Source: an optimization exercise on an open RTL-to-GDS flow (aim: small area, a short achievable clock period and few clock cycles). Production flows keep margins and buffers that such runs may drop. RTL that was checked went through simulation tests only; none was proved equivalent to the original.

// dani_deframer
module dani_deframer (
    input  wire         clk,
    input  wire         rst,            
    input  wire         cfg_proto,      
    input  wire [3:0]   cfg_ctrl_hi,    
    input  wire [7:0]   cfg_sq_code,    
    input  wire [27:0]  cfg_rsplen,     
    input  wire         in_valid,
    input  wire [7:0]   in_data,
    output wire         in_ready,
    output reg          out_valid,
    input  wire         out_ready,
    output wire [4:0]   out_len,        
    output wire [143:0] out_frame,      
    output wire [15:0]  out_drops       
);
Size: about 200 flip-flops, about 220 I/O pins.
==> flow/config.mk <==
export PLATFORM = sky130hd
export DESIGN_NAME = dani_deframer
export DESIGN_NICKNAME = dani_deframer
export VERILOG_FILES = /design/flow/design.v
export SDC_FILE = /design/flow/constraint.sdc
export NUM_CORES = 4
export LEC_CHECK = 0
export CAP_MARGIN = 20
export CELL_PAD_IN_SITES_DETAIL_PLACEMENT = 2
export CELL_PAD_IN_SITES_GLOBAL_PLACEMENT = 2
export CORE_MARGIN = 2
export CORE_UTILIZATION = 30
export CTS_CLUSTER_DIAMETER = 120
export CTS_CLUSTER_SIZE = 26
export PLACE_DENSITY = 0.5
export SLEW_MARGIN = 60
==> flow/constraint.sdc <==
create_clock -name core_clock -period 28.0 [get_ports {clk}]
set_input_delay 5.6000 -clock core_clock [delete_from_list [all_inputs] [get_ports {clk}]]
set_output_delay 5.6000 -clock core_clock [all_outputs]
set_load 0.01 [all_outputs]
standard.sh (not shown) runs the stock make flow with config.mk's settings and CLKGATE_MAP_FILE= SYNTH_SCRIPT=/design/flow/synth_recipe.tcl, a recipe that flattens the netlist after the stock synthesis.
==> flow/flow/run.sh <==
#!/bin/bash
# Standard layout, except that the port buffers are the small
# sky130_fd_sc_hd__buf_1 instead of the cell buffer_ports picks by itself.
set -euo pipefail
export BUFFER_PORTS_ARGS="-buffer_cell sky130_fd_sc_hd__buf_1"
bash standard.sh > standard.log 2>&1
The baseline completed with no timing, DRC or antenna violations.
Testbench counts at the start, summed over its fixed seeds: cycles 32,298.
Next try:
--- a/flow/config.mk
+++ b/flow/config.mk
@@ -15,2 +15,2 @@
 export PLACE_DENSITY = 0.5
-export SLEW_MARGIN = 60
+export SLEW_MARGIN = 40
Global-route usage is higher by 0.10 points.
Clock-buffer cell count is lower by 2.
Maximum frequency is lower by 2.8%.
Area after synthesis stays the same.
Die area stays the same.
Routed wire length is lower by 0.45%.
Core utilization is lower by 0.40 points.
Register-to-register slack got worse by 0.21 ns.
Next try:
--- a/flow/config.mk
+++ b/flow/config.mk
@@ -13,4 +13,4 @@
 export CTS_CLUSTER_DIAMETER = 120
-export CTS_CLUSTER_SIZE = 26
+export CTS_CLUSTER_SIZE = 30
 export PLACE_DENSITY = 0.5
-export SLEW_MARGIN = 40
+export SLEW_MARGIN = 50
Outcome:
- register-to-register slack improves by 0.19 ns
- cell area rises by 0.32%
- setup slack improves by 0.19 ns
- critical path depth rises by 2
- routed wire length barely changes
Next try:
--- a/flow/config.mk
+++ b/flow/config.mk
@@ -11,6 +11,6 @@
 export CORE_MARGIN = 2
-export CORE_UTILIZATION = 30
+export CORE_UTILIZATION = 45
 export CTS_CLUSTER_DIAMETER = 120
-export CTS_CLUSTER_SIZE = 30
-export PLACE_DENSITY = 0.5
+export CTS_CLUSTER_SIZE = 26
+export PLACE_DENSITY = 0.65
 export SLEW_MARGIN = 50
What happened:
- via count goes up by a few percent
- wire length goes down slightly
- worst setup slack is worse by 0.29 ns
- hold slack is better by 0.018 ns
- clock-buffer cell count goes down by 3
Next try:
--- a/flow/config.mk
+++ b/flow/config.mk
@@ -11,6 +11,6 @@
 export CORE_MARGIN = 2
-export CORE_UTILIZATION = 45
+export CORE_UTILIZATION = 30
 export CTS_CLUSTER_DIAMETER = 120
 export CTS_CLUSTER_SIZE = 26
-export PLACE_DENSITY = 0.65
-export SLEW_MARGIN = 50
+export PLACE_DENSITY = 0.5
+export SLEW_MARGIN = 20
What happened:
- The changed run finished clean
- wire length is higher slightly
- first-iteration DRC count is lower by well over a third

The RTL this note starts from:
==> flow/design.v <==
module dani_deframer (
    input  wire         clk,
    input  wire         rst,            
    input  wire         cfg_proto,      
    input  wire [3:0]   cfg_ctrl_hi,    
    input  wire [7:0]   cfg_sq_code,    
    input  wire [27:0]  cfg_rsplen,     
    input  wire         in_valid,
    input  wire [7:0]   in_data,
    output wire         in_ready,
    output reg          out_valid,
    input  wire         out_ready,
    output wire [4:0]   out_len,        
    output wire [143:0] out_frame,      
    output wire [15:0]  out_drops       
);
    localparam BUFN = 18;
    reg              proto_q;
    reg              pn_q;      
    reg [3:0]        ctrl_q;
    reg [7:0]        sq_q;
    reg [27:0]       rsplen_q;
    localparam [8*BUFN-1:0] INV = {{(8*BUFN-24){1'b1}}, 24'd0};
    reg [8*BUFN-1:0] bufs_q;
    wire [8*BUFN-1:0] buf_q = bufs_q ^ INV;
    reg [BUFN-1:0]   occ_q;     
    reg [15:0]       drops_q;   
    reg              drop_q;    
    reg              taken_q;   
    reg [4:0]        skip_q;    
    reg              sof0_q;    
    reg [BUFN-1:4]   omn_q;     
    reg              hd_drop;   
    reg              hd_cand;   
    reg [3:0]        hd_v;      
    reg [BUFN-1:4]   hd_ltn;    
    wire [BUFN-1:4]  hd_lt = ~hd_ltn;
    integer i;
    function [5:0] hdr_dec;     
        input [7:0] x0, x1, x2;
        input [1:0] p;
        reg         start, hdr, plaus;
        reg  [3:0]  n;
        begin
            if (!proto_q) begin
                start = (x0 == 8'hAA);
                hdr   = (p >= 2'd2);
                plaus = (x1[7:4] == ctrl_q) && (x1[3:0] != 4'd0) && (x1[3:0] <= 4'd9);
                n     = x1[3:0];
            end else begin
                start = (x0[7:1] == 7'b1111101);
                hdr   = (p == 2'd3);
                plaus = 1'b1;
                n     = 4'd0;
                if (!x0[0]) begin
                    case (x2)
                        8'hF6: n = 4'd3;
                        8'hF3: n = 4'd1;
                        8'h83: n = 4'd2;
                        8'h9B: n = 4'd1;
                        8'h96: n = 4'd8;
                        8'h97: n = 4'd8;
                        default: begin
                            if (x2 != sq_q) plaus = 1'b0;
                        end
                    endcase
                end else begin
                    case (x2)
                        8'hF6: n = rsplen_q[3:0];
                        8'hF3: n = rsplen_q[7:4];
                        8'h83: n = rsplen_q[11:8];
                        8'h9B: n = rsplen_q[15:12];
                        8'h96: n = rsplen_q[19:16];
                        8'h97: n = rsplen_q[23:20];
                        default: n = (x2 == sq_q) ? rsplen_q[27:24] : 4'hF;
                    endcase
                    plaus = (n != 4'hF);
                end
            end
            hdr_dec = {((p != 2'd0) && !start) || (start && hdr && !plaus),
                       start && hdr && plaus, n};
        end
    endfunction
    wire [BUFN-1:0] lt_t = {hd_lt, 4'b1111};      
    reg  [BUFN-1:0] at_chk, at_eof;               
    reg  [7:0]      term [0:BUFN];
    reg  [7:0]      chk;
    reg             eof_ok;
    always @(*) begin
        chk    = 8'h00;
        eof_ok = 1'b0;
        for (i = 0; i < BUFN; i = i + 1) begin
            at_eof[i] = lt_t[i] && (i == BUFN - 1 || !lt_t[i+1]);
            at_chk[i] = !pn_q ? at_eof[i] : (i < BUFN - 1 && lt_t[i+1] && (i == BUFN - 2 || !lt_t[i+2]));
            if (at_chk[i])
                chk = chk | buf_q[8*i +: 8];
            if (at_eof[i] && buf_q[8*i +: 8] == 8'h55)
                eof_ok = 1'b1;
            term[i] = lt_t[i] ? buf_q[8*i +: 8] : 8'h00;
        end
        term[0] = {1'b1, !pn_q, 1'b1, !pn_q, 1'b1, 1'b0, 1'b1, pn_q || buf_q[0]};
        if (pn_q) begin
            term[1] = 8'h00;
            term[3] = 8'h00;
        end
        term[BUFN] = ~{chk[6:0], 1'b0};
    end
    function [15:0] csa;        
        input [7:0] a, b, c;
        begin
            csa = {((a & b) | (a & c) | (b & c)) << 1, a ^ b ^ c};
        end
    endfunction
    wire [15:0] s1_0 = csa(term[0],  term[1],  term[2]);
    wire [15:0] s1_1 = csa(term[3],  term[4],  term[5]);
    wire [15:0] s1_2 = csa(term[6],  term[7],  term[8]);
    wire [15:0] s1_3 = csa(term[9],  term[10], term[11]);
    wire [15:0] s1_4 = csa(term[12], term[13], term[14]);
    wire [15:0] s1_5 = csa(term[15], term[16], term[17]);
    wire [15:0] s2_0 = csa(s1_0[7:0], s1_0[15:8], s1_1[7:0]);
    wire [15:0] s2_1 = csa(s1_1[15:8], s1_2[7:0], s1_2[15:8]);
    wire [15:0] s2_2 = csa(s1_3[7:0], s1_3[15:8], s1_4[7:0]);
    wire [15:0] s2_3 = csa(s1_4[15:8], s1_5[7:0], s1_5[15:8]);
    wire [15:0] s3_0 = csa(s2_0[7:0], s2_0[15:8], s2_1[7:0]);
    wire [15:0] s3_1 = csa(s2_1[15:8], s2_2[7:0], s2_2[15:8]);
    wire [15:0] s3_2 = csa(s2_3[7:0], s2_3[15:8], term[BUFN]);
    wire [15:0] s4_0 = csa(s3_0[7:0], s3_0[15:8], s3_1[7:0]);
    wire [15:0] s4_1 = csa(s3_1[15:8], s3_2[7:0], s3_2[15:8]);
    wire [15:0] s5_0 = csa(s4_0[7:0], s4_0[15:8], s4_1[7:0]);
    wire [15:0] s6_0 = csa(s5_0[7:0], s5_0[15:8], s4_1[15:8]);
    wire sum_ok = ((s6_0[7:0] ^ s6_0[15:8]) == 8'hFF);
    wire win_ok = sum_ok && (proto_q || (eof_ok && buf_q[31:27] == 5'd0));
    wire       skipping = (skip_q[4:1] != 4'd0);
    wire [4:0] hd_t     = {1'b0, hd_v} + (proto_q ? 5'd4 : 5'd5);    
    wire       complete = occ_q[3] && ((hd_lt & ~occ_q[BUFN-1:4]) == {(BUFN-4){1'b0}});
    wire       check    = !skipping && hd_cand && complete;
    wire       do_emit  = check && win_ok;
    wire       do_drop  = (!skipping && hd_drop) || (check && !win_ok);
    wire       rm_rdy   = skipping && out_valid;
    wire       rm_now   = skipping ? !out_valid : (hd_drop || (hd_cand && complete));
    wire       remove   = rm_now || (rm_rdy && out_ready);
    assign in_ready = !occ_q[BUFN-1];
    wire   accept   = in_valid && !occ_q[BUFN-1];
    wire [1:0] p0 = occ_q[2] ? 2'd3 : occ_q[1] ? 2'd2 : occ_q[0] ? 2'd1 : 2'd0;
    wire [1:0] p1 = occ_q[3] ? 2'd3 : occ_q[2] ? 2'd2 : occ_q[1] ? 2'd1 : 2'd0;
    wire [5:0] dec0 = hdr_dec(buf_q[7:0],  buf_q[15:8],  buf_q[23:16], p0);
    wire [5:0] dec1 = hdr_dec(buf_q[15:8], buf_q[23:16], buf_q[31:24], p1);
    wire [5:0] dec  = (rm_now || rm_rdy) ? dec1 : dec0;
    reg [BUFN-1:4] dec_lt;
    always @(*)
        for (i = 4; i < BUFN; i = i + 1)
            dec_lt[i] = proto_q ? ({1'b0, dec[3:0]} >= i - 3) : ({1'b0, dec[3:0]} >= i - 4);
    reg [BUFN-1:0] ld_in, en;
    always @(*) begin
        for (i = 0; i < BUFN; i = i + 1) begin
            ld_in[i] = (i == BUFN - 1) || !occ_q[(i + 1) % BUFN];
            en[i]    = (rm_now || !occ_q[i]) || (rm_rdy && out_ready);
        end
    end
    assign out_frame[7:0] = {1'b1, proto_q, 1'b1, proto_q, 1'b1, 1'b0, 1'b1, sof0_q};
    genvar g;
    generate
        for (g = 1; g < 4; g = g + 1) begin : g_out_lo
            assign out_frame[8*g +: 8] = bufs_q[8*(g-1) +: 8];
        end
        for (g = 4; g < BUFN; g = g + 1) begin : g_out
            assign out_frame[8*g +: 8] = ~(bufs_q[8*(g-1) +: 8] | {8{omn_q[g]}});
        end
    endgenerate
    assign out_len   = skip_q;
    assign out_drops = drops_q;
    always @(posedge clk) begin
        proto_q  <= cfg_proto;
        pn_q     <= !cfg_proto;
        sq_q     <= cfg_sq_code;
        ctrl_q   <= cfg_ctrl_hi;
        rsplen_q <= cfg_rsplen;
        for (i = 0; i < BUFN; i = i + 1)
            if (en[i])
                bufs_q[8*i +: 8] <= ((ld_in[i] || i == BUFN - 1) ? in_data : buf_q[8*((i+1)%BUFN) +: 8]) ^ INV[8*i +: 8];
        hd_v  <= dec[3:0];
        hd_ltn <= ~dec_lt;
        if (!out_valid) omn_q <= hd_ltn;
        if (do_emit) sof0_q <= buf_q[0];
        if (rst) begin
            occ_q     <= {BUFN{1'b0}};
            drops_q   <= 16'd0;
            drop_q    <= 1'b0;
            taken_q   <= 1'b0;
            skip_q    <= 5'd0;
            out_valid <= 1'b0;
            hd_drop   <= 1'b0;
            hd_cand   <= 1'b0;
        end else begin
            if (accept)
                occ_q <= remove ? occ_q : {occ_q[BUFN-2:0], 1'b1};
            else
                occ_q <= remove ? {1'b0, occ_q[BUFN-1:1]} : occ_q;
            hd_drop <= dec[5];
            hd_cand <= dec[4];
            if (skipping) begin
                if (rm_now || out_ready) skip_q <= skip_q - 5'd1;
            end else if (do_emit) begin
                skip_q <= hd_t;
            end
            drop_q <= do_drop;
            if (drop_q) begin
                if (drops_q != 16'hFFFF) drops_q <= drops_q + 16'd1;
            end else if (taken_q) begin
                drops_q <= 16'd0;
            end
            taken_q <= out_valid && out_ready;
            if (do_emit)
                out_valid <= 1'b1;
            else if (out_ready)
                out_valid <= 1'b0;
        end
    end
endmodule
export LEC_CHECK = 0
export CAP_MARGIN = 20
export CELL_PAD_IN_SITES_DETAIL_PLACEMENT = 2
export CELL_PAD_IN_SITES_GLOBAL_PLACEMENT = 2
export CORE_MARGIN = 2
export CORE_UTILIZATION = 30
export CTS_CLUSTER_DIAMETER = 120
export CTS_CLUSTER_SIZE = 26
export PLACE_DENSITY = 0.5
export SLEW_MARGIN = 50
create_clock -name core_clock -period 28.0 [get_ports {clk}]
Scripts as last shown in full above: flow/flow/run.sh
==> next run, changes <==
Settings changed: CORE_UTILIZATION 30 to 45, CTS_CLUSTER_DIAMETER 120 to 100, CTS_CLUSTER_SIZE 26 to 22, PLACE_DENSITY 0.5 to 0.65.
Effect: Clock skew drops by 6.2 ps; register-to-register slack gets better by 90 ps; routed wire length came out lower by a little under a tenth.
==> next run, changes <==
Settings changed: CORE_UTILIZATION 45 to 30, PLACE_DENSITY 0.65 to 0.5.
Setup slack loses 8.6 ps.
Final cell count grows by about 12%.
Fmax stays flat.
Global-route usage shrinks by 9.7 points.
Count of clock-buffer cells in the layout stays the same.
Hold slack loses 16 ps.
Routed wire length grows by about 8%.
Die area grows by about 50%.
First-iteration DRC count shrinks by about 36%.
No run of this note included a check of the RTL's function; only the layout flow was run.

afterwards: timing with drivers on the ports:
Ports are ideal in the flow. The routed layouts listed here were re-timed in OpenROAD.
Step 1 sets driving cells, clkbuf_16 on the clock port and buf_2 on the other inputs (assumed; they add their load-dependent delay and slew).
Step 2 adds t to the input delays and takes it off the output delays; t is the mean of the earliest and latest rising clock arrival at the registers after step 1. Input paths then give back, and output paths get back, about the clock's delay inside the block.
Three values: no drivers, after step 1, after step 2; two values: the first two.
run	t, ns	setup slack, ns	worst setup path at the end	slew at the worst register clock pin (ns)	worst data-port slew with drivers (ns)
the first run of note 1	0.550	20.484 / 20.484 / 20.159	input to register	0.08 / 0.08	0.06
the second run of note 1	0.558	20.271 / 20.271 / 19.999	input to register	0.08 / 0.08	0.07
the third run of note 1	0.556	20.466 / 20.466 / 20.187	input to register	0.08 / 0.08	0.06
the fourth run of note 1	0.538	20.171 / 20.204 / 19.666	input to register	0.09 / 0.09	0.04
the fifth run of note 1	0.560	20.010 / 20.010 / 19.622	input to register	0.08 / 0.08	0.07
the first run of note 2	0.586	20.723 / 20.662 / 20.648	input to register	0.11 / 0.11	0.05
the second run of note 2	0.575	20.749 / 20.695 / 20.455	input to register	0.11 / 0.11	0.05
the third run of note 2	0.593	20.740 / 20.681 / 20.647	input to register	0.10 / 0.10	0.05
After both steps setup and hold are still met in every run listed. For the fourth run of note 1, which loses most, drivers alone change the setup slack by +0.033 ns; drivers and shift together by -0.505 ns.
